Source: an optimization exercise on an open RTL-to-GDS flow (aim: small area, a short achievable clock period and few clock cycles per item). Production flows keep margins and buffers that such runs may drop.
At most, simulation tests tie the RTL to the original design; equivalence was not proved.
Function not checked in run 6: the RTL went through the layout flow alone.
Power is estimated from default activity; no workload was simulated.

==> flow/design.v (outline; a module is shown in full before it is edited, if it fits) <==
// module fpalu_add_order: 23 lines
// module fpalu_add_sum: 24 lines
// module fpalu_add_norm: 22 lines
// module fpalu_adder: 30 lines
// module fpalu_mul_tree: 1045 lines
// module fpalu_intround: 23 lines
// module fpalu_less: 11 lines
// module fpalu: 213 lines
module fpalu (
    input  wire        clk,
    input  wire        rst,           
    input  wire        in_valid,
    output wire        in_ready,
    input  wire [4:0]  in_op,
    input  wire [31:0] in_a,
    input  wire [31:0] in_b,
    output reg         out_valid,
    output reg  [31:0] out_result
);
  // ...
==> flow/flow/run.sh <==
#!/bin/bash
# The standard layout (bash standard.sh: the standard flow's synthesis and ORFS flow), with
# two changes to how the layout is optimised; the clock, its period and the
# constraints are the design's own:
#  - the timing repair after placement, CTS and global routing aims for
#    16.5 ns of setup slack instead of 0, so it sizes the longest paths for
#    a clock of about 5.5 ns;
#  - every input and output port still gets its own buffer, but a buf_2
#    instead of the delay cell buffer_ports picks by default.
# The make output goes to standard_flow.log, each tool's own log to
# orfs/logs/.
set -euo pipefail
export SETUP_SLACK_MARGIN=16.5
export BUFFER_PORTS_ARGS="-buffer_cell sky130_fd_sc_hd__buf_2"
bash standard.sh > standard_flow.log 2>&1
==> flow/standard.sh <==
#!/bin/bash
# synth_recipe.tcl (not shown) runs the flow's synth.tcl, then flattens the netlist and writes it again
# the make line also repeats each setting of config.mk as NAME=value (left out here)
make -C /OpenROAD-flow-scripts/flow DESIGN_CONFIG=/design/flow/config.mk WORK_HOME=/design/flow/orfs CLKGATE_MAP_FILE= SYNTH_SCRIPT=/design/flow/synth_recipe.tcl "${@:-finish}"
==> flow/config.mk <==
export PLATFORM = sky130hd
export DESIGN_NAME = fpalu
export DESIGN_NICKNAME = fpalu
export VERILOG_FILES = /design/flow/design.v
export SDC_FILE = /design/flow/constraint.sdc
export NUM_CORES = 4
export LEC_CHECK = 0
export CAP_MARGIN = 20
export CORE_MARGIN = 2
export CORE_UTILIZATION = 55
export CTS_BUF_LIST = sky130_fd_sc_hd__clkbuf_8
export SLEW_MARGIN = 20
==> flow/constraint.sdc <==
create_clock -name core_clock -period 22.0 [get_ports {clk}]
set_input_delay 4.4000 -clock core_clock [delete_from_list [all_inputs] [get_ports {clk}]]
set_output_delay 4.4000 -clock core_clock [all_outputs]
set_load 0.01 [all_outputs]
==> impl_metrics.json, run 1 <==
{
  "status": "no timing/DRC/antenna violations",
  "setup_viol": 0,
  "comb_power_mw": 2.14,
  "dpl.hpwl_um": 88820,
  "synthTopCellsByArea": "fa_1, dfxtp_1, ha_1, inv_1, and2_1",
  "area.growth.synth_to_final_pct": 7.311,
  "num_rows": 92,
  "seq_area_um2": 6254,
  "drtPass1Iterations": 6,
  "gp_congestion": 0.9671,
  "grt.met2_usage_pct": 58.42,
  "holdWs_ns": 0.4312,
  "cp_top_family": "flip-flops",
  "post-route-period-util_pct": 25.06,
  "slowest_delay_ns": 0.33,
  "ys_seq_area_share_pct": 17.82,
  "slew_viol_final": 0,
  "power_leader": "combinational cells",
  "htreeDepth": 2,
  "synth_edf_count": 0,
  "synth_common_cells": "inv_1, fa_1, and2_1",
  "start_kind": "flip-flop",
  "finalWorstSetupSlack_ns": 16.49,
  "grt_max_degree": 44,
  "r2r-start": "b[5]",
  "dr_total_vias": 30190,
  "largestClassByArea": "multi-input gates",
  "fin_setup_tns_ns": 0,
  "grt_pass1_vias": 30960,
  "dpl-instance-area_um2": 36140,
  "drtAntennaViolNets": 0,
  "final_cell_count_no_fill": 4948,
  "grt_pass1_wl_um": 188100,
  "fmax_mhz": 181.4,
  "multi_input_area_um2": 25480,
  "cts_max_path_buffers": 3,
  "worst-path-stages": 1,
  "clock_buffers": 61,
  "port_buffers": 104,
  "cts_buffers": 55,
  "num-multi-input-gates": 2873
}
Testbench counts, summed over its fixed seeds: cycles 40,040, items 40,000.
==> run 2: changes to the inputs <==
==> flow/flow/run.sh (replaced) <==
#!/bin/bash
# The standard layout (bash standard.sh: the standard flow's synthesis and ORFS flow), with
# two changes to how the layout is optimised; the clock, its period and the
# constraints are the design's own:
#  - the timing repair after placement, CTS and global routing aims for
#    16.65 ns of setup slack instead of 0, so it sizes the longest paths for
#    a clock of about 5.35 ns;
#  - every input and output port still gets its own buffer, but a buf_2
#    instead of the delay cell buffer_ports picks by default.
# The make output goes to standard_flow.log, each tool's own log to
# orfs/logs/.
set -euo pipefail
export SETUP_SLACK_MARGIN=16.65
export BUFFER_PORTS_ARGS="-buffer_cell sky130_fd_sc_hd__buf_2"
bash standard.sh > standard_flow.log 2>&1
--- a/flow/config.mk
+++ b/flow/config.mk
@@ -8,5 +8,6 @@
 export CAP_MARGIN = 20
 export CORE_MARGIN = 2
 export CORE_UTILIZATION = 55
-export CTS_BUF_LIST = sky130_fd_sc_hd__clkbuf_8
+export CTS_CLUSTER_DIAMETER = 200
+export CTS_CLUSTER_SIZE = 25
 export SLEW_MARGIN = 20
==> impl_metrics.json, run 2 <==
{
  "status": "no timing/DRC/antenna violations",
  "wl_per_cell_um": 25.42,
  "synth_cell_types": 101,
  "dpl_worst_slack_ns": 16.10,
  "ioPinCount": 106,
  "power.leakage_nw": 16.74,
  "worstRegToRegCells": 13,
  "routed_wirelength_um": 123800,
  "yosys.area.top_type_share_pct": 28.07,
  "area.growth.synth_to_final_pct": 5.449,
  "grt_pass1_wl_um": 187100,
  "fillers": 5786,
  "worst_pin_slew_ns": 1.075,
  "finalWorstSetupSlack_ns": 16.60,
  "worst-path-stages": 1,
  "root_buffer": "clkbuf_16",
  "rsz0062_at_grt": "true",
  "drtAntennaViolNets": 0,
  "final_nets": 4774,
  "synthTopCellsByArea": "fa_1, dfxtp_1, ha_1, inv_1, and2_1",
  "post-route-period-util_pct": 24.55,
  "synth_most_common_cell": "inv_1",
  "cts_tree": "done",
  "core-area_um2": 62970,
  "hold_path.class": "reg2reg",
  "fp.dieH_um": 256.1,
  "fin_setup_tns_ns": 0,
  "final_cell_mix": "inv_1, fa_1, and2_1",
  "start_kind": "flip-flop",
  "hp-start": "s3",
  "syn-num-nets": 4811,
  "finalInstanceArea_um2": 36850,
  "clkLatencyLatePin_ns": 0.56,
  "worst-path-max-fanout": 1,
  "path_buf_inv": 1,
  "hold_depth": 1,
  "relSlewSlack_pct": 28.33,
  "htreeDepth": 1,
  "post_drt_via_cell_ratio": 6.168,
  "slowest_stage": "dfxtp_2",
  "path_cells": "buf_6",
  "die_w_um": 256.1,
  "ys_ff_latch": 311,
  "initial_core_util_pct": 55.50,
  "finalPower_mw": 3.244,
  "dpl.hpwl_um": 88820,
  "cp_top_family": "flip-flops",
  "max_cap_viol_count": 0,
  "clock_skew_ns": 0.04165,
  "hold_buffers": 0,
  "antenna_found_initial": 4,
  "hold_viol": 0,
  "fmax_mhz": 185.1,
  "synth_area_per_cell_um2": 8.612,
  "port_buffers": 104,
  "path_clk_slew_ns": 0.11,
  "cts_buffers": 16,
  "drtIter0Drc": 3249,
  "synth_area_leader_cell": "fa_1",
  "ys_warn_count": 3,
  "num_rows": 92,
  "drtPass1Iterations": 8,
  "grt_pass1_vias": 30490,
  "drc_errors": 0,
  "synth_edf_count": 0,
  "yosys_most_used_dff": "dfxtp_1",
  "gp_congestion": 0.9671,
  "dr_total_vias": 30050,
  "end_kind": "output pin",
  "r2r-start": "a[24]",
  "cts_max_path_buffers": 3,
  "critical_path_class": "reg2out",
  "seq_area_um2": 6254,
  "grt.overflow.total": 0,
  "cp.arrival_ns": 1.00,
  "r2r_slack_ns": 16.73,
  "reg2reg_to": "fb1[9]",
  "synth_async_sr_flop_share_pct": 0,
  "slew_viol_final": 0,
  "cp-startpoint": "out_result[23]",
  "multi_input_area_um2": 25500,
  "layout_commonest_cell": "inv_1",
  "slowest_delay_ns": 0.35,
  "cts_sinks": 311,
  "dpl-instance-area_um2": 36140,
  "worstHoldEndpoint": "out_result[31]",
  "cp_data_required_time_ns": 17.60,
  "final_core_util_pct": 58.53,
  "setup_viol": 0,
  "die_area_um2": 65570,
  "grt_max_degree": 44,
  "grt.total_usage_pct": 37.56,
  "ys_seq_area_share_pct": 17.82,
  "post-route-min-period_ns": 5.402,
  "synthesis.instances": 4058,
  "layout-drive-gt1-share_pct": 8.128,
  "power_density_nw_per_um2": 88.03,
  "vdd_drop_max_mv": 0.1158,
  "synth_common_cells": "inv_1, fa_1, and2_1",
  "syn_area_um2": 34950
}
==> run 2: cell count changes in the layout (fill, tap and decap cells not counted), sizes merged <==
cell,change
diode,-1
bufinv,-4
buf,+1
clkinvlp,+1
clkinv,-12
clkbuf,-44
inv,-18
==> run 2: cell type report <==
class                   instances  area share, %
clock inverters                 3        0.05093
repair buffers                174          3.096
diodes                          2        0.01358
multi-input cells            2873          69.19
well taps                     846          2.872
flip-flops and latches        311          16.97
clock buffers                  17          1.154
inverters                     645          6.655
==> run 2: repair_timing <==
item | CTS | global route
endpoints found under the setup margin | 61 | 74
setup buffers | 0 | 1
gates cloned | 0 | 0
pin swaps | 0 | 1
gates resized for setup | 26 | 42
==> run 2: worst max-delay path by stage <==
stage / end / slack (ns)
2_1_floorplan: x2[26] / 17.02
3_3_place_gp: x2[26] / 16.18
3_5_place_dp: x2[26] / 16.10
4_1_cts: x2[26] / 16.55
5_1_grt: x2[26] / 16.53
6_report: out_result[23] / 16.60
==> run 2: stage by stage <==
step           cells  hold slack (ns)
2_1_floorplan   4058           0.3863
3_3_place_gp    4848           0.4011
3_5_place_dp    4848           0.4189
4_1_cts         4868           0.4583
5_1_grt         4869           0.4708
6_report        4871           0.4512
==> run 2: where the power goes <==
part           switching (mW)  leakage (nW)  internal (mW)
clock                   0.192         0.222          0.140
sequential             0.0773          2.59          0.690
combinational            1.30          13.9          0.841
==> run 2: cell families after synthesis <==
kind of cell / synth area share [%]
adder cells (fa/ha/maj): 34.91
XOR/XNOR: 2.982
multiplexers: 3.416
flip-flops: 17.82
AO/OA/AOI/OAI: 12.91
AND/OR/NAND/NOR: 18.38
other: 0.01073
buffers and inverters: 9.574
==> run 2: per-layer routing <==
layer | GRT usage, % | wire [um] | vias up
met5 | 0 | 27 | -
met4 | 14.33 | 5853 | 4
li1 | - | - | 12980
met1 | 50.56 | 48960 | 14880
met2 | 58.73 | 54800 | 1827
met3 | 9.002 | 14190 | 351
==> run 3: changes to the inputs <==
--- a/flow/config.mk
+++ b/flow/config.mk
@@ -8,6 +8,4 @@
 export CAP_MARGIN = 20
 export CORE_MARGIN = 2
 export CORE_UTILIZATION = 55
-export CTS_CLUSTER_DIAMETER = 200
-export CTS_CLUSTER_SIZE = 25
 export SLEW_MARGIN = 20
==> impl_metrics.json, run 3 <==
{
  "cts_buffers": 38,
  "die_w_um": 256.1,
  "num_rows": 92,
  "dr_total_vias": 30220,
  "syn-num-nets": 4811,
  "power_density_nw_per_um2": 94.53,
  "vdd_drop_max_mv": 0.1183,
  "synth_area_leader_cell": "fa_1",
  "synth_edf_count": 0,
  "grt.total_usage_pct": 37.96,
  "initial_core_util_pct": 55.50,
  "drtIter0Drc": 3240,
  "cp_top_family": "flip-flops",
  "path_cells": "buf_6",
  "cp.arrival_ns": 1.02,
  "synth_async_sr_flop_share_pct": 0,
  "clkLatencyLatePin_ns": 0.61,
  "drc_errors": 0,
  "worstRegToRegCells": 14,
  "drtPass1Iterations": 8,
  "max_cap_viol_count": 0,
  "wl_per_cell_um": 25.32,
  "synth_most_common_cell": "inv_1",
  "root_buffer": "clkbuf_16",
  "final_cell_count_no_fill": 4925,
  "worst-path-max-fanout": 1,
  "worst_pin_slew_ns": 1.056,
  "yosys.area.top_type_share_pct": 28.07,
  "hold_viol": 0,
  "synth_cell_types": 101,
  "grt.overflow.total": 0,
  "yosys_most_used_dff": "dfxtp_1",
  "gp_congestion": 0.9671,
  "die_area_um2": 65570,
  "fillers": 5698,
  "synth_area_per_cell_um2": 8.612,
  "relSlewSlack_pct": 29.61,
  "cts_max_path_buffers": 3,
  "hold_buffers": 0,
  "port_buffers": 104,
  "grt_max_degree": 44,
  "rsz0062_at_grt": "true",
  "hold_path.class": "reg2reg",
  "drtAntennaViolNets": 0,
  "start_kind": "flip-flop",
  "synthesis.instances": 4058,
  "cts_sinks": 311,
  "antenna_found_initial": 7,
  "path_clk_slew_ns": 0.06,
  "status": "no timing/DRC/antenna violations",
  "synthTopCellsByArea": "fa_1, dfxtp_1, ha_1, inv_1, and2_1",
  "path_buf_inv": 1,
  "ioPinCount": 106,
  "htreeDepth": 2,
  "ys_ff_latch": 311,
  "core-area_um2": 62970,
  "ys_warn_count": 3,
  "slew_viol_final": 0,
  "layout-drive-gt1-share_pct": 9.136,
  "power.leakage_nw": 17.17,
  "grt_pass1_vias": 30810,
  "critical_path_class": "reg2out",
  "slowest_stage": "dfxtp_2",
  "cp_data_required_time_ns": 17.60,
  "setup_viol": 0,
  "dpl.hpwl_um": 88820,
  "clock_skew_ns": 0.03321,
  "cts_tree": "done",
  "final_nets": 4800,
  "fin_setup_tns_ns": 0,
  "ys_seq_area_share_pct": 17.82,
  "slowest_delay_ns": 0.33,
  "fmax_mhz": 184.4,
  "syn_area_um2": 34950,
  "fp.dieH_um": 256.1,
  "placed_cells": 4848,
  "post_drt_via_cell_ratio": 6.135,
  "final_cell_mix": "inv_1, fa_1, and2_1",
  "synth_common_cells": "inv_1, fa_1, and2_1",
  "layout_commonest_cell": "inv_1",
  "end_kind": "output pin",
  "worst-path-stages": 1,
  "routed_wirelength_um": 124700,
  "grt_pass1_wl_um": 188300,
  "area.growth.synth_to_final_pct": 7.973,
  "post-route-min-period_ns": 5.424,
  "post-route-period-util_pct": 24.65,
  "hold_depth": 1
}
==> run 3: cell counts after synthesis <==
No cell type changed its count.
==> run 3: cell families (layout without fill, tap and decap cells) <==
logic type               count (synthesis)  count (layout)  synth area share [%]
AND/OR/NAND/NOR                       1289            1289                 18.38
buffers and inverters                  874             888                 9.574
adder cells (fa/ha/maj)                681             681                 34.91
AO/OA/AOI/OAI                          681             681                 12.91
flip-flops                             311             311                 17.82
XOR/XNOR                               119             119                 2.982
multiplexers                           102             102                 3.416
other                                    1               8               0.01073
==> run 3: per-layer routing <==
| layer | track usage [%] | vias up | wire length [um] |
|---|---|---|---|
| met4 | 16.11 | 6 | 6303 |
| met3 | 10.64 | 384 | 15030 |
| met5 | 0 | - | 35 |
| li1 | - | 13070 | - |
| met2 | 58.82 | 1904 | 54910 |
| met1 | 49.93 | 14850 | 48430 |
==> run 3: final cells by class <==
type                    instances  area, um2  share of cell area, %
multi-input cells            2873      25490                  67.54
inverters                     645       2452                  6.499
repair buffers                178       1171                  3.104
diodes                          7      17.52                0.04642
flip-flops and latches        311       6254                  16.57
well taps                     846       1059                  2.805
clock inverters                18      239.0                 0.6333
clock buffers                  47       1055                  2.795
==> run 3: through the flow <==
stage / power (mW) / cell area, um2 / utilization, % / hold slack (ns) / setup slack (ns)
floorplan: 2.123 / 34950 / - / 0.3863 / 17.02
global placement: 2.779 / 36140 / 57.40 / 0.4011 / 16.18
detailed placement: 2.844 / 36140 / 57.40 / 0.4189 / 16.10
CTS: 3.504 / 37510 / 59.57 / 0.4335 / 16.54
global route: 3.855 / 37720 / 59.90 / 0.4616 / 16.56
finish: 3.567 / 37730 / 59.93 / 0.4274 / 16.58
==> run 3: power breakdown <==
group	switching, mW	internal (mW)	total (mW)
Combinational	1.31	0.845	2.15
Sequential	0.0778	0.691	0.769
Clock	0.274	0.370	0.645
Total	1.66	1.91	3.57
==> run 3: worst paths after layout <==
| kind | start | to | slack, ns |
|---|---|---|---|
| setup reg to reg | a[22] | p1[13] | 16.70 |
| hold / removal | s3 | out_result[31] | 0.43 |
| setup / recovery | out_result[23] | out_result[23] | 16.58 |
| hold reg to reg | s3 | out_result[31] | 0.43 |
==> run 3: repair_timing <==
action	in CTS	in global routing
setup buffers	0	5
pin swaps	0	1
gates cloned	0	0
setup endpoints to repair	64	74
gates resized for setup	26	40
==> module fpalu_intround, before the edit <==
module fpalu_intround (
    input  wire [31:0] a,
    input  wire        is_floor,
    input  wire        is_ceil,    
    output wire [31:0] y,
    output wire        inc
);
    wire       s = a[31];
    wire [7:0] e = a[30:23];
    wire is_small = (e < 8'd127);    
    wire [7:0]  ip    = e - 8'd127;
    wire [22:0] fmask = (ip[7:5] != 3'd0) ? 23'd0 : (23'h7FFFFF >> ip[4:0]);
    wire has_frac = |(a[22:0] & fmask);
    wire [22:0] half = fmask ^ {1'b0, fmask[22:1]};
    wire        k1   = |(a[22:0] & half);
    wire        k0   = |(a[22:0] & {1'b0, half[22:1]});
    wire up = is_floor ? 1'b0 : is_ceil ? has_frac : (k1 & (k0 | s));
    wire one = is_floor ? s : is_ceil ? ~s : ((e == 8'd126) & (a[22] | s));
    assign y   = is_small ? (one ? {s, 31'h3F800000} : 32'h00000000) :
                 up       ? {s, a[30:23], a[22:0] | fmask} :
                            {s, a[30:23], a[22:0] & ~fmask};
    assign inc = ~is_small & up;
endmodule
==> run 4: changes to the inputs <==
--- a/flow/design.v
+++ b/flow/design.v
@@ -1152,12 +1152,18 @@
     wire       s = a[31];
     wire [7:0] e = a[30:23];
     wire is_small = (e < 8'd127);    
-    wire [7:0]  ip    = e - 8'd127;
-    wire [22:0] fmask = (ip[7:5] != 3'd0) ? 23'd0 : (23'h7FFFFF >> ip[4:0]);
+    reg [22:0] fmask, half, below;
+    integer j;
+    always @(*) begin
+        for (j = 0; j < 23; j = j + 1) begin
+            fmask[j] = (e < 8'd150 - j);
+            half[j]  = (e == 8'd149 - j);
+            below[j] = (e == 8'd148 - j);
+        end
+    end
     wire has_frac = |(a[22:0] & fmask);
-    wire [22:0] half = fmask ^ {1'b0, fmask[22:1]};
-    wire        k1   = |(a[22:0] & half);
-    wire        k0   = |(a[22:0] & {1'b0, half[22:1]});
+    wire k1 = |(a[22:0] & half);
+    wire k0 = |(a[22:0] & below);
     wire up = is_floor ? 1'b0 : is_ceil ? has_frac : (k1 & (k0 | s));
     wire one = is_floor ? s : is_ceil ? ~s : ((e == 8'd126) & (a[22] | s));
     assign y   = is_small ? (one ? {s, 31'h3F800000} : 32'h00000000) :
--- a/flow/config.mk
+++ b/flow/config.mk
@@ -8,4 +8,6 @@
 export CAP_MARGIN = 20
 export CORE_MARGIN = 2
 export CORE_UTILIZATION = 55
+export CTS_CLUSTER_DIAMETER = 200
+export CTS_CLUSTER_SIZE = 25
 export SLEW_MARGIN = 20
==> impl_metrics.json, run 4 <==
{
  "drtAntennaViolNets": 0,
  "cts_tree": "done",
  "syn-num-nets": 4805,
  "slew_viol_final": 0,
  "initial_core_util_pct": 55.56,
  "final_nets": 4759,
  "post-route-min-period_ns": 5.374,
  "hold_buffers": 0,
  "gp_congestion": 0.9934,
  "post_drt_via_cell_ratio": 6.023,
  "worst_pin_slew_ns": 1.167,
  "die_w_um": 256.2,
  "routed_wirelength_um": 117000,
  "cp.arrival_ns": 0.97,
  "drc_errors": 0,
  "end_kind": "output pin",
  "relSlewSlack_pct": 21.97,
  "ys_seq_area_share_pct": 17.80,
  "vdd_drop_max_mv": 0.08411,
  "fmax_mhz": 186.1,
  "cp_data_required_time_ns": 17.60,
  "final_cell_mix": "inv_1, fa_1, and2_1",
  "post-route-period-util_pct": 24.43,
  "synth_area_leader_cell": "fa_1",
  "dpl-instance-area_um2": 36160,
  "grt_pass1_wl_um": 180600,
  "grt_max_degree": 45,
  "slowest_delay_ns": 0.33,
  "finalPower_mw": 3.196,
  "path_clk_slew_ns": 0.09,
  "yosys_most_used_dff": "dfxtp_1",
  "fp.dieH_um": 256.2,
  "status": "no timing/DRC/antenna violations",
  "synth_edf_count": 0,
  "dpl_worst_slack_ns": 16.15,
  "ys_ff_latch": 311,
  "critical_path_class": "reg2out",
  "path_buf_inv": 1,
  "synth_cell_types": 79,
  "cts_buffers": 16,
  "synthesis.instances": 4057,
  "dr_total_vias": 29270,
  "worst-path-max-fanout": 1,
  "clock_skew_ns": 0.02627,
  "hold_path.class": "reg2reg",
  "cts_max_path_buffers": 3,
  "grt_use_met3_pct": 7.167,
  "synth_most_common_cell": "inv_1",
  "die_area_um2": 65640,
  "grt.met2_usage_pct": 56.42,
  "area.growth.synth_to_final_pct": 5.443,
  "cts_sinks": 311,
  "synth_area_per_cell_um2": 8.623,
  "clkLatencyLatePin_ns": 0.56,
  "hold_viol": 0,
  "finalInstanceArea_um2": 36890,
  "grt.overflow.total": 0,
  "wl_per_cell_um": 24.08,
  "htreeDepth": 1,
  "core-area_um2": 62970,
  "path_cells": "buf_6",
  "synth_async_sr_flop_share_pct": 0,
  "ioPinCount": 106,
  "max_cap_viol_count": 0,
  "synth_common_cells": "inv_1, fa_1, and2_1",
  "antenna_found_initial": 7,
  "layout-drive-gt1-share_pct": 7.878,
  "slowest_stage": "dfxtp_2",
  "start_kind": "flip-flop",
  "power.leakage_nw": 16.93,
  "drtIter0Drc": 3313,
  "fin_setup_tns_ns": 0,
  "num_rows": 92,
  "power_density_nw_per_um2": 86.63,
  "synthTopCellsByArea": "fa_1, dfxtp_1, and2_1, inv_1, ha_1",
  "ys_warn_count": 4,
  "finalWorstSetupSlack_ns": 16.63,
  "drtPass1Iterations": 6,
  "root_buffer": "clkbuf_16",
  "port_buffers": 104,
  "setup_viol": 0,
  "dpl.hpwl_um": 83720,
  "cp_top_family": "flip-flops",
  "busiest_layer": "met2",
  "grt.total_usage_pct": 35.91,
  "layout_commonest_cell": "inv_1",
  "rsz0062_at_grt": "true",
  "grt_pass1_vias": 30550,
  "syn_area_um2": 34980,
  "yosys.area.top_type_share_pct": 28.04,
  "met1_usage_pct": 48.02
}
[run 4: changes by cell type in the layout (fill, tap and decap cells not counted), moves of 12 or more]
cell | previous run | this run
nor2_1 | 340 | 224
and2_1 | 353 | 446
a21oi_1 | 157 | 215
o31ai_1 | 8 | 32
clkbuf_16 | 38 | 17
xnor2_1 | 62 | 44
o21ai_0 | 171 | 188
nand3_1 | 59 | 73
a221oi_1 | 27 | 14
a22oi_1 | 22 | 9
nand2_1 | 295 | 282
buf_4 | 72 | 84
[run 4: logic make-up (layout without fill, tap and decap cells)]
logic type	Yosys count	after routing	share of synthesized area [%]
xor+xnor	109	109	2.729
compound gates	707	707	12.62
fa+ha+maj	676	676	34.69
buf+inv	894	848	9.742
mux	109	109	3.920
simple gates	1250	1250	18.49
other cells	1	4	0.01072
flops	311	311	17.80
[run 4: cell type report]
cell class | count | area (um2)
fillers | 5680 | 26080
clock buffers | 17 | 425.4
inverters | 638 | 2410
repair buffers | 191 | 1234
well taps | 846 | 1059
clock inverters | 1 | 16.27
repair inverters | 1 | 5.005
diodes | 3 | 7.507
multi-input cells | 2852 | 25480
flip-flops and latches | 311 | 6254
[run 4: worst paths after layout]
| check | startpoint | end | slack, ns | cells past startpoint |
|---|---|---|---|---|
| worst max-delay path | out_result[23] | out_result[23] | 16.63 | 1 |
| worst min-delay path | s3 | out_result[31] | 0.41 | 1 |
| worst max register to register | b[10] | p1[9] | 16.76 | 14 |
| worst min register to register | s3 | out_result[31] | 0.41 | 1 |
[run 4: metrics by stage]
| stage | cells | hold WS (ns) | utilization (%) |
|---|---|---|---|
| after floorplan | 4057 | 0.3863 | - |
| after global placement | 4824 | 0.3924 | 57.42 |
| after detailed placement | 4824 | 0.3957 | 57.42 |
| after CTS | 4842 | 0.4172 | 58.16 |
| after global routing | 4858 | 0.4321 | 58.58 |
| final | 4860 | 0.4148 | 58.59 |
[run 4: repair_timing]
action                     in CTS  in global routing
resized for setup               7                 41
buffers inserted                0                 14
pin swaps                       0                  3
setup endpoints to repair      49                 78
gates cloned                    0                  1
[run 4: routing by layer]
| layer | part of all wire [%] | vias up | wire, um |
|---|---|---|---|
| met5 | 0.010 | - | 12 |
| met4 | 6.0 | 2 | 7051 |
| met2 | 44 | 1665 | 51400 |
| met1 | 40 | 14310 | 46570 |
| met3 | 10 | 442 | 11990 |
| li1 | - | 12860 | - |
[run 4: power breakdown]
part / switching, mW / total, mW / internal [mW]
registers: 0.0629 / 0.750 / 0.688
clock network: 0.195 / 0.335 / 0.141
logic: 1.28 / 2.11 / 0.829
total: 1.54 / 3.20 / 1.66
Testbench counts of run 4, summed over its fixed seeds: cycles 40,040, items 40,000.
==> run 5: changes to the inputs <==
--- a/flow/config.mk
+++ b/flow/config.mk
@@ -8,6 +8,6 @@
 export CAP_MARGIN = 20
 export CORE_MARGIN = 2
 export CORE_UTILIZATION = 55
-export CTS_CLUSTER_DIAMETER = 200
-export CTS_CLUSTER_SIZE = 25
+export CTS_CLUSTER_DIAMETER = 150
+export CTS_CLUSTER_SIZE = 20
 export SLEW_MARGIN = 20
==> impl_metrics.json, run 5 <==
{
  "dr_total_vias": 29450,
  "synth_common_cells": "inv_1, fa_1, and2_1",
  "cts_max_path_buffers": 3,
  "slowest_stage": "dfxtp_2",
  "synthTopCellsByArea": "fa_1, dfxtp_1, and2_1, inv_1, ha_1",
  "synthesis.instances": 4057,
  "gp_congestion": 0.9934,
  "slew_viol_final": 0,
  "final_nets": 4762,
  "grt.overflow.total": 0,
  "synth_most_common_cell": "inv_1",
  "cts_sinks": 311,
  "fin_setup_tns_ns": 0,
  "vdd_drop_max_mv": 0.07268,
  "num_rows": 92,
  "grt.total_usage_pct": 35.89,
  "syn-num-nets": 4805,
  "drtAntennaViolNets": 0,
  "setup_viol": 0,
  "finalWorstSetupSlack_ns": 16.62,
  "layout_commonest_cell": "inv_1",
  "core-area_um2": 62970,
  "sw_frac_of_total_pct": 47.91,
  "initial_core_util_pct": 55.56,
  "ys_seq_area_share_pct": 17.80,
  "synth_area_leader_cell": "fa_1",
  "start_kind": "flip-flop",
  "final_cell_count_no_fill": 4867,
  "clock_skew_ns": 0.03157,
  "path_clk_slew_ns": 0.09,
  "post-route-min-period_ns": 5.379,
  "max_cap_viol_count": 0,
  "drtIter0Drc": 3407,
  "die_w_um": 256.2,
  "p_int_mw": 1.670,
  "end_kind": "output pin",
  "yosys.area.top_type_share_pct": 28.04,
  "synth_cell_types": 79,
  "ys_ff_latch": 311,
  "antenna_found_initial": 8,
  "synth_area_per_cell_um2": 8.623,
  "power_density_nw_per_um2": 86.77,
  "cp_data_required_time_ns": 17.60,
  "holdWs_ns": 0.4233,
  "cp_top_family": "flip-flops",
  "fillers": 5684,
  "dpl_worst_slack_ns": 16.15,
  "grt_pass1_wl_um": 180500,
  "grt_max_degree": 45,
  "port_buffers": 104,
  "relSlewSlack_pct": 22.47,
  "slowest_delay_ns": 0.33,
  "die_area_um2": 65640,
  "cp.arrival_ns": 0.98,
  "dpl.hpwl_um": 83720,
  "fp.dieH_um": 256.2,
  "area.growth.synth_to_final_pct": 5.615,
  "comb_power_share_pct": 65.5,
  "path_cells": "buf_6",
  "power.leakage_nw": 16.96,
  "p_seq_share_pct": 23.4,
  "layout-drive-gt1-share_pct": 7.945,
  "fmax_mhz": 185.9,
  "hold_viol": 0,
  "status": "no timing/DRC/antenna violations",
  "p_sw_mw": 1.536,
  "p_clk_share_pct": 11.1,
  "final_cell_mix": "inv_1, fa_1, and2_1",
  "worst-path-max-fanout": 1,
  "yosys_most_used_dff": "dfxtp_1",
  "cts_buffers": 19,
  "finalPower_mw": 3.206,
  "placed_cells": 4824,
  "hold_path.class": "reg2reg",
  "path_buf_inv": 1,
  "routed_wirelength_um": 117100,
  "ioPinCount": 106,
  "post-route-period-util_pct": 24.45,
  "worst_pin_slew_ns": 1.159,
  "htreeDepth": 1,
  "drtPass1Iterations": 8,
  "root_buffer": "clkbuf_16",
  "critical_path_class": "reg2out",
  "drc_errors": 0,
  "synth_async_sr_flop_share_pct": 0,
  "cts_tree": "done",
  "final_core_util_pct": 58.68,
  "finalInstanceArea_um2": 36950,
  "wl_per_cell_um": 24.06,
  "syn_area_um2": 34980,
  "grt_pass1_vias": 30570,
  "synth_edf_count": 0,
  "dpl-instance-area_um2": 36160,
  "ys_warn_count": 4,
  "r2r_slack_ns": 16.79,
  "rsz0062_at_grt": "true",
  "post_drt_via_cell_ratio": 6.051,
  "clkLatencyLatePin_ns": 0.56
}
run 5: changes by cell type in the layout (fill, tap and decap cells not counted), sizes merged:
cell	before	now
clkinv	6	8
clkbuf	17	19
diode	3	6
run 5: cell type report:
cell class / instances / area, um2 / share of cell area, %
Antenna cell: 6 / 15.01 / 0.04064
Clock buffer: 19 / 475.5 / 1.287
Clock inverter: 3 / 22.52 / 0.06095
Inverter: 638 / 2410 / 6.522
Multi-Input combinational cell: 2852 / 25480 / 68.95
Sequential cell: 311 / 6254 / 16.92
Tap cell: 846 / 1059 / 2.865
Timing Repair Buffer: 191 / 1234 / 3.339
Timing Repair inverter: 1 / 5.005 / 0.01355
run 5: logic make-up (layout without fill, tap and decap cells):
logic type / count (synthesis) / count (layout) / share of synthesized area [%]
simple gates: 1250 / 1250 / 18.49
compound gates: 707 / 707 / 12.62
buf+inv: 894 / 852 / 9.742
mux: 109 / 109 / 3.920
other cells: 1 / 7 / 0.01072
fa+ha+maj: 676 / 676 / 34.69
flops: 311 / 311 / 17.80
xor+xnor: 109 / 109 / 2.729
run 5: path summary, 6_finish.rpt:
kind	start	endpoint	depth (start not counted)
hold / removal	s3	out_result[31]	1
setup / recovery	out_result[23]	out_result[23]	1
hold reg to reg	s3	out_result[31]	1
setup reg to reg	b[10]	p1[9]	14
run 5: power by group through the flow:
stage / clock network, mW / registers [mW] / logic, mW
3_3_place_gp: 0 / 0.758 / 2.02
4_1_cts: 0.365 / 0.748 / 2.07
6_report: 0.355 / 0.750 / 2.10
5_1_grt: 0.384 / 0.758 / 2.34
2_1_floorplan: 0 / 0.738 / 1.30
3_5_place_dp: 0 / 0.760 / 2.03
run 5: what timing repair did:
item,in CTS,in global routing
pin swaps,0,3
hold buffers,0,0
resized for setup,7,40
buffers inserted,0,14
cloned,0,1
endpoints found under the setup margin,49,74
run 5: per-layer routing:
| layer | vias to the layer above | track usage (%) | wire [um] |
|---|---|---|---|
| li1 | 12870 | - | - |
| met1 | 14430 | 48.03 | 46560 |
| met2 | 1744 | 56.18 | 51750 |
| met3 | 414 | 7.127 | 12140 |
| met4 | 0 | 16.80 | 6660 |
| met5 | - | 0 | 0 |
==> module fpalu, before the edit <==
module fpalu (
    input  wire        clk,
    input  wire        rst,           
    input  wire        in_valid,
    output wire        in_ready,
    input  wire [4:0]  in_op,
    input  wire [31:0] in_a,
    input  wire [31:0] in_b,
    output reg         out_valid,
    output reg  [31:0] out_result
);
    localparam OP_MOVE  = 5'd2;
    localparam OP_FADD  = 5'd3;
    localparam OP_FSUB  = 5'd4;
    localparam OP_FNEG  = 5'd5;
    localparam OP_FMUL  = 5'd6;
    localparam OP_FLOOR = 5'd8;
    localparam OP_CEIL  = 5'd9;
    localparam OP_ROUND = 5'd10;
    localparam OP_FABS  = 5'd11;
    localparam OP_FINV  = 5'd12;
    localparam OP_MIN   = 5'd13;
    localparam OP_MAX   = 5'd14;
    localparam [31:0] SENT = 32'hFFFFFFFF;
    assign in_ready = 1'b1;
    reg        v0;
    reg [4:0]  op;
    reg [31:0] a, b;
    always @(posedge clk) begin
        if (rst) v0 <= 1'b0;
        else     v0 <= in_valid;
        op <= in_op;
        a  <= in_a;
        b  <= in_b;
    end
    wire is_add = (op == OP_FADD) || (op == OP_FSUB);
    wire is_mul = (op == OP_FMUL);
    wire a_ge, a_less_b, b_less_a;
    fpalu_less u_less (
        .a      (a),
        .b      (b),
        .a_ge   (a_ge),
        .a_lt_b (a_less_b),
        .b_lt_a (b_less_a)
    );
    wire a_special = (a == SENT) || (a[30:0] == 31'h7F800000);
    wire b_special = (b == SENT) || (b[30:0] == 31'h7F800000);
    wire a_zero    = (a[30:0] == 31'd0);
    wire b_zero    = (b[30:0] == 31'd0);
    wire [31:0] bb = {b[31] ^ (op == OP_FSUB), b[30:0]};
    wire bb_special = (bb == SENT) || (b[30:0] == 31'h7F800000);
    wire [31:0] ir_y;
    wire        ir_inc;
    fpalu_intround u_intround (
        .a        (a),
        .is_floor (op == OP_FLOOR),
        .is_ceil  (op == OP_CEIL),
        .y        (ir_y),
        .inc      (ir_inc)
    );
    reg [31:0] byp;
    reg        done;
    always @(*) begin
        done = 1'b1;
        case (op)
            OP_MOVE:  byp = a;
            OP_FADD, OP_FSUB: begin
                if (a_special || bb_special) byp = SENT;
                else if (a_zero)             byp = bb;
                else                         byp = a;
                done = a_special || bb_special || a_zero || b_zero;
            end
            OP_FNEG:  byp = a ^ 32'h80000000;
            OP_FMUL: begin
                if (a_special || b_special) byp = SENT;
                else                        byp = {a[31] ^ b[31], 31'd0};
                done = a_special || b_special || a_zero || b_zero;
            end
            OP_FLOOR, OP_CEIL, OP_ROUND: byp = ir_y;
            OP_FABS:  byp = a & 32'h7FFFFFFF;
            OP_FINV:  byp = a ^ 32'h80000000;
            OP_MIN:   byp = b_less_a ? b : a;
            OP_MAX:   byp = a_less_b ? b : a;
            default:  byp = 32'h00000000;
        endcase
    end
    wire byp_inc = ((op == OP_FLOOR) || (op == OP_CEIL) || (op == OP_ROUND)) && ir_inc;
    wire        od_s, od_sub;
    wire [7:0]  od_e;
    wire [22:0] od_fb, od_fs;
    wire [4:0]  od_sh;
    fpalu_add_order u_order (
        .a     (a),
        .b     (bb),
        .a_ge  (a_ge),
        .s_big (od_s),
        .e_big (od_e),
        .f_big (od_fb),
        .f_sml (od_fs),
        .shamt (od_sh),
        .sub   (od_sub)
    );
    wire [47:0] t0, t1;
    fpalu_mul_tree u_tree (
        .ma ({1'b1, a[22:0]}),
        .mb ({1'b1, b[22:0]}),
        .r0 (t0),
        .r1 (t1)
    );
    wire [15:0] t_lo = {1'b0, t0[14:0]} + {1'b0, t1[14:0]};
    wire [9:0] e0   = {2'b00, a[30:23]} + {2'b00, b[30:23]} - 10'd127;
    wire       bad0 = e0[9] || (e0 == 10'd0) || (e0 > 10'd254);
    wire       bad1 = e0[9] || (e0 > 10'd253);
    reg        v1;
    reg        add1, mul1;
    reg        inc1;
    reg        s1, sub1;
    reg [7:0]  e1;
    reg [22:0] fb1, fs1;
    reg [4:0]  sh1;
    reg [32:0] p0, p1;
    reg        pc1;
    reg        bad0_1, bad1_1;
    always @(posedge clk) begin
        if (rst) v1 <= 1'b0;
        else     v1 <= v0;
        add1   <= is_add && !done;
        mul1   <= is_mul && !done;
        inc1   <= byp_inc;
        s1     <= is_mul ? (a[31] ^ b[31]) : od_s;
        e1     <= is_mul ? e0[7:0] : od_e;
        sub1   <= od_sub;
        fb1    <= done ? byp[22:0] : od_fb;
        fs1    <= done ? {14'd0, byp[31:23]} : od_fs;
        sh1    <= od_sh;
        p0     <= t0[47:15];
        p1     <= t1[47:15];
        pc1    <= t_lo[15];
        bad0_1 <= bad0;
        bad1_1 <= bad1;
    end
    wire [28:0] x_sum;
    fpalu_add_sum u_sum (
        .f_big (fb1),
        .f_sml (fs1),
        .shamt (sh1),
        .sub   (sub1),
        .x_sum (x_sum)
    );
    wire [32:0] pq;
    fpalu_adder #(.W(33)) u_padd (
        .a  (p0),
        .b  (p1),
        .ci (pc1),
        .s  (pq)
    );
    wire [24:0] ph    = pq[32:8];
    wire [7:0]  me    = ph[24] ? e1 + 8'd1 : e1;
    wire [22:0] mfrac = ph[24] ? ph[23:1] : ph[22:0];
    wire        mbad  = ph[24] ? bad1_1 : bad0_1;
    wire [31:0] mul_res = mbad ? SENT : {s1, me, mfrac};
    wire [31:0] word = mul1 ? mul_res : {fs1[8:0], fb1};
    reg        v2;
    reg        pass2, inc2;
    reg        s2;
    reg [7:0]  e2;
    reg [28:0] x2;
    always @(posedge clk) begin
        if (rst) v2 <= 1'b0;
        else     v2 <= v1;
        pass2 <= !add1;
        inc2  <= inc1 && !mul1;
        s2    <= add1 ? s1 : word[31];
        e2    <= add1 ? e1 : word[30:23];
        x2    <= add1 ? x_sum : {1'b1, word[22:0], 5'b00000};
    end
    wire [22:0] nz;
    wire        n_rnd, n_stk;
    wire [4:0]  n_lz;
    fpalu_add_norm u_norm (
        .x_sum (x2),
        .z_hi  (nz),
        .rnd   (n_rnd),
        .stk   (n_stk),
        .lz    (n_lz)
    );
    wire zero2 = !pass2 && (x2 == 29'd0);
    wire [9:0] e_norm = {2'b00, e2} + 10'd1 - {5'd0, n_lz};
    wire e_low  = e_norm[9] || (e_norm == 10'd0);
    wire e_high = (e_norm[9:8] == 2'b01) || (e_norm[7:0] == 8'hFF);
    reg        v3;
    reg        chk3, bad3, up3;
    reg        s3;
    reg [7:0]  e3;
    reg [22:0] z3;
    always @(posedge clk) begin
        if (rst) v3 <= 1'b0;
        else     v3 <= v2;
        chk3 <= !pass2 && !zero2;
        bad3 <= !pass2 && !zero2 && (e_low || e_high);
        up3  <= pass2 ? inc2 : (n_rnd && (n_stk || s2));
        s3   <= s2 && !zero2;
        e3   <= pass2 ? e2 : zero2 ? 8'd0 : e_norm[7:0];
        z3   <= nz;
    end
    wire [30:0] sum = {e3, z3} + {30'd0, up3};
    wire        bad = bad3 || (chk3 && (sum[30:23] == 8'hFF));
    always @(posedge clk) begin
        if (rst) out_valid <= 1'b0;
        else     out_valid <= v3;
        out_result <= bad ? SENT : {s3, sum};
    end
endmodule
==> run 6: changes to the inputs <==
--- a/flow/design.v
+++ b/flow/design.v
@@ -1291,7 +1291,7 @@
         .r0 (t0),
         .r1 (t1)
     );
-    wire [15:0] t_lo = {1'b0, t0[14:0]} + {1'b0, t1[14:0]};
+    wire [18:0] t_lo = {1'b0, t0[17:0]} + {1'b0, t1[17:0]};
     wire [9:0] e0   = {2'b00, a[30:23]} + {2'b00, b[30:23]} - 10'd127;
     wire       bad0 = e0[9] || (e0 == 10'd0) || (e0 > 10'd254);
     wire       bad1 = e0[9] || (e0 > 10'd253);
@@ -1302,7 +1302,7 @@
     reg [7:0]  e1;
     reg [22:0] fb1, fs1;
     reg [4:0]  sh1;
-    reg [32:0] p0, p1;
+    reg [29:0] p0, p1;
     reg        pc1;
     reg        bad0_1, bad1_1;
     always @(posedge clk) begin
@@ -1317,9 +1317,9 @@
         fb1    <= done ? byp[22:0] : od_fb;
         fs1    <= done ? {14'd0, byp[31:23]} : od_fs;
         sh1    <= od_sh;
-        p0     <= t0[47:15];
-        p1     <= t1[47:15];
-        pc1    <= t_lo[15];
+        p0     <= t0[47:18];
+        p1     <= t1[47:18];
+        pc1    <= t_lo[18];
         bad0_1 <= bad0;
         bad1_1 <= bad1;
     end
@@ -1331,14 +1331,14 @@
         .sub   (sub1),
         .x_sum (x_sum)
     );
-    wire [32:0] pq;
-    fpalu_adder #(.W(33)) u_padd (
+    wire [29:0] pq;
+    fpalu_adder #(.W(30)) u_padd (
         .a  (p0),
         .b  (p1),
         .ci (pc1),
         .s  (pq)
     );
-    wire [24:0] ph    = pq[32:8];
+    wire [24:0] ph    = pq[29:5];
     wire [7:0]  me    = ph[24] ? e1 + 8'd1 : e1;
     wire [22:0] mfrac = ph[24] ? ph[23:1] : ph[22:0];
     wire        mbad  = ph[24] ? bad1_1 : bad0_1;
==> impl_metrics.json, run 6 <==
{
  "status": "no timing/DRC/antenna violations",
  "area.growth.synth_to_final_pct": 5.707,
  "wl_per_cell_um": 25.27,
  "post-route-period-util_pct": 24.62,
  "path_clk_slew_ns": 0.09,
  "final_nets": 4707,
  "layout_commonest_cell": "inv_1",
  "slowest_delay_ns": 0.33,
  "slowest_stage": "dfxtp_2",
  "multi_input_area_um2": 25690,
  "synth_area_per_cell_um2": 8.757,
  "post-route-min-period_ns": 5.417,
  "holdWs_ns": 0.4309,
  "worst-path-stages": 1,
  "grt_max_degree": 52,
  "synthTopCellsByArea": "fa_1, dfxtp_1, and2_1, inv_1, ha_1",
  "seq_area_um2": 6151,
  "syn-num-nets": 4746,
  "root_buffer": "clkbuf_16",
  "cp_data_required_time_ns": 17.60,
  "drtAntennaViolNets": 0,
  "end_kind": "output pin",
  "relSlewSlack_pct": 22.30,
  "grt.overflow.total": 0,
  "hold_viol": 0,
  "hold_path.class": "reg2reg",
  "clkLatencyLatePin_ns": 0.58,
  "path_buf_inv": 1,
  "cts_max_path_buffers": 3,
  "max_cap_viol_count": 0,
  "drtIter0Drc": 2989,
  "yosys_most_used_dff": "dfxtp_1",
  "die_area_um2": 65690,
  "cts_tree": "done",
  "fp.dieH_um": 256.3,
  "power_density_nw_per_um2": 86.15,
  "dpl.hpwl_um": 86970,
  "layout-drive-gt1-share_pct": 8.230,
  "r2r_slack_ns": 16.76,
  "gp_congestion": 1.028,
  "hold_depth": 1,
  "grt_pass1_vias": 30830,
  "core-area_um2": 62970,
  "synth_edf_count": 0,
  "ys_warn_count": 4,
  "post_drt_via_cell_ratio": 6.159,
  "final_core_util_pct": 58.78,
  "cp_top_family": "flip-flops",
  "die_w_um": 256.3,
  "dr_total_vias": 29610,
  "path_cells": "buf_6",
  "worstRegToRegCells": 13,
  "cts_sinks": 305,
  "grt.total_usage_pct": 36.82,
  "grt_pass1_wl_um": 184400,
  "routed_wirelength_um": 121500,
  "vdd_drop_max_mv": 0.1070,
  "slew_viol_final": 0,
  "hp-start": "s3",
  "power.leakage_nw": 16.74,
  "worst-path-max-fanout": 1,
  "synth_area_leader_cell": "fa_1",
  "cts_buffers": 19,
  "final_cell_mix": "inv_1, fa_1, and2_1",
  "synth_common_cells": "inv_1, fa_1, and2_1",
  "yosys.area.top_type_share_pct": 28.08,
  "ys_ff_latch": 305,
  "critical_path_class": "reg2out",
  "reg_top3": "a (32), b (32), out_result (32)",
  "setup_viol": 0,
  "drtPass1Iterations": 6,
  "synthesis.instances": 3998,
  "drc_errors": 0,
  "ys_seq_area_share_pct": 17.44,
  "synth_most_common_cell": "inv_1",
  "cp.arrival_ns": 1.02,
  "htreeDepth": 1,
  "fin_setup_tns_ns": 0,
  "antenna_found_initial": 3,
  "clock_skew_ns": 0.02602,
  "syn_area_um2": 35010,
  "synth_cell_types": 89,
  "rsz0062_at_grt": "true",
  "initial_core_util_pct": 55.60,
  "ioPinCount": 106,
  "fmax_mhz": 184.6,
  "port_buffers": 104,
  "num_rows": 92,
  "reg2reg_to": "sh1[1]",
  "worstHoldEndpoint": "out_result[31]",
  "worst_pin_slew_ns": 1.165,
  "start_kind": "flip-flop",
  "synth_async_sr_flop_share_pct": 0,
  "fillers": 5660,
  "r2r-start": "b[14]"
}
## run 6: cell types whose count changed after synthesis, sizes merged, moves of 11 or more
cell / before / now
a21oi: 219 / 194
a221o: 7 / 25
and2: 448 / 410
mux2i: 71 / 86
nand2: 282 / 216
nand3: 73 / 59
o21ai: 197 / 183
o31ai: 33 / 22
## run 6: cell families (layout without fill, tap and decap cells)
logic type | count (synthesis) | in the layout | synth area share, %
adders and majority gates | 676 | 676 | 34.69
xor gates and xnor gates | 103 | 103 | 2.577
buffers and inverters | 877 | 840 | 9.456
other | 1 | 2 | 0.01071
DFF | 305 | 305 | 17.44
AOI/OAI and AO/OA | 734 | 734 | 13.75
muxes | 130 | 130 | 4.528
and+or+nand+nor | 1172 | 1172 | 17.55
## run 6: layout make-up
class                      count  area share (%)
sequential                   305           16.62
inverter                     635           6.481
tap                          846           2.860
clock inverter                 4         0.08114
timing repair inverter         2         0.02705
multi-input combinational   2816           69.41
antenna                        1        0.006762
clock buffer                  19           1.285
timing repair buffer         180           3.232
## run 6: report_power, final
part           internal, mW  leakage [nW]  switching [mW]
Sequential            0.672          2.54          0.0850
Clock                 0.157         0.253           0.207
Combinational         0.837          13.9            1.23
Total                  1.67          16.7            1.52
## run 6: worst register-to-register path, delay by kind of cell, from the launching register on
kind            cells  cell delay, ns
fa+ha+maj           1            0.40
simple gates        5            2.02
buf+inv             2            0.88
mux                 1            0.14
flops               1            0.33
compound gates      4            1.30
## run 6: worst max-delay path by stage
stage | from | end | slack (ns)
2_1_floorplan | a[13] | pc1 | 17.16
3_3_place_gp | a[13] | pc1 | 16.59
3_5_place_dp | a[13] | pc1 | 16.41
4_1_cts | out_valid | out_valid | 16.56
6_report | out_valid | out_valid | 16.58
5_1_grt | out_result[7] | out_result[7] | 16.55
## run 6: layer usage
layer  GRT usage (%)  up-vias  routed length (um)
met5               0        -                  26
met4           17.27        4                6540
met3           9.342      395               13180
met2           58.00     1688               54980
met1           47.60    14660               46740
li1                -    12870                   -
## run 6: through the flow
step                      cells  instance area [um2]  worst slack [ns]  total power, mW
after global placement     4769                36180             16.59            2.728
after global routing       4807                37010             16.55            3.485
final                      4808                37010             16.58            3.188
after CTS                  4795                36760             16.56            3.177
after floorplan            3998                35010             17.16            2.157
after detailed placement   4769                36180             16.41            2.796
## run 6: what timing repair did
item,in CTS,in global routing
hold buffers,0,0
resized for setup,15,40
endpoints found under the setup margin,35,75
pin swaps,1,1
cloned,1,1
buffers inserted,2,11

separate check: timing with driven ports:
Ports are ideal in the flow. The routed layouts listed here were re-timed in OpenROAD. Step 1, drivers: a clkbuf_16 drives clk and a buf_2 each remaining input, both assumed. Step 2 also shifts input and output timing later by t, the mid clock arrival at the registers, as if the neighbouring blocks saw the same clock. Slacks: ideal / step 1 / step 2; pairs: ideal / step 1.
run | t, ns | setup WS [ns] | worst hold slack (ns) | worst setup path at the end | worst slew at a driven data input, ns
run 1 | 0.754 | 16.487 / 16.419 / 16.622 | 0.431 / 0.431 / 0.431 | register to register | 0.04
run 2 | 0.609 | 16.598 / 16.531 / 16.728 | 0.451 / 0.451 / 0.451 | register to register | 0.04
run 3 | 0.662 | 16.576 / 16.508 / 16.697 | 0.427 / 0.427 / 0.427 | register to register | 0.04
run 4 | 0.603 | 16.626 / 16.563 / 16.757 | 0.415 / 0.415 / 0.415 | register to register | 0.05
run 5 | 0.607 | 16.621 / 16.558 / 16.791 | 0.423 / 0.423 / 0.423 | register to register | 0.05
run 6 | 0.637 | 16.583 / 16.515 / 16.762 | 0.431 / 0.431 / 0.431 | register to register | 0.05
After both steps every run listed still meets setup and hold.
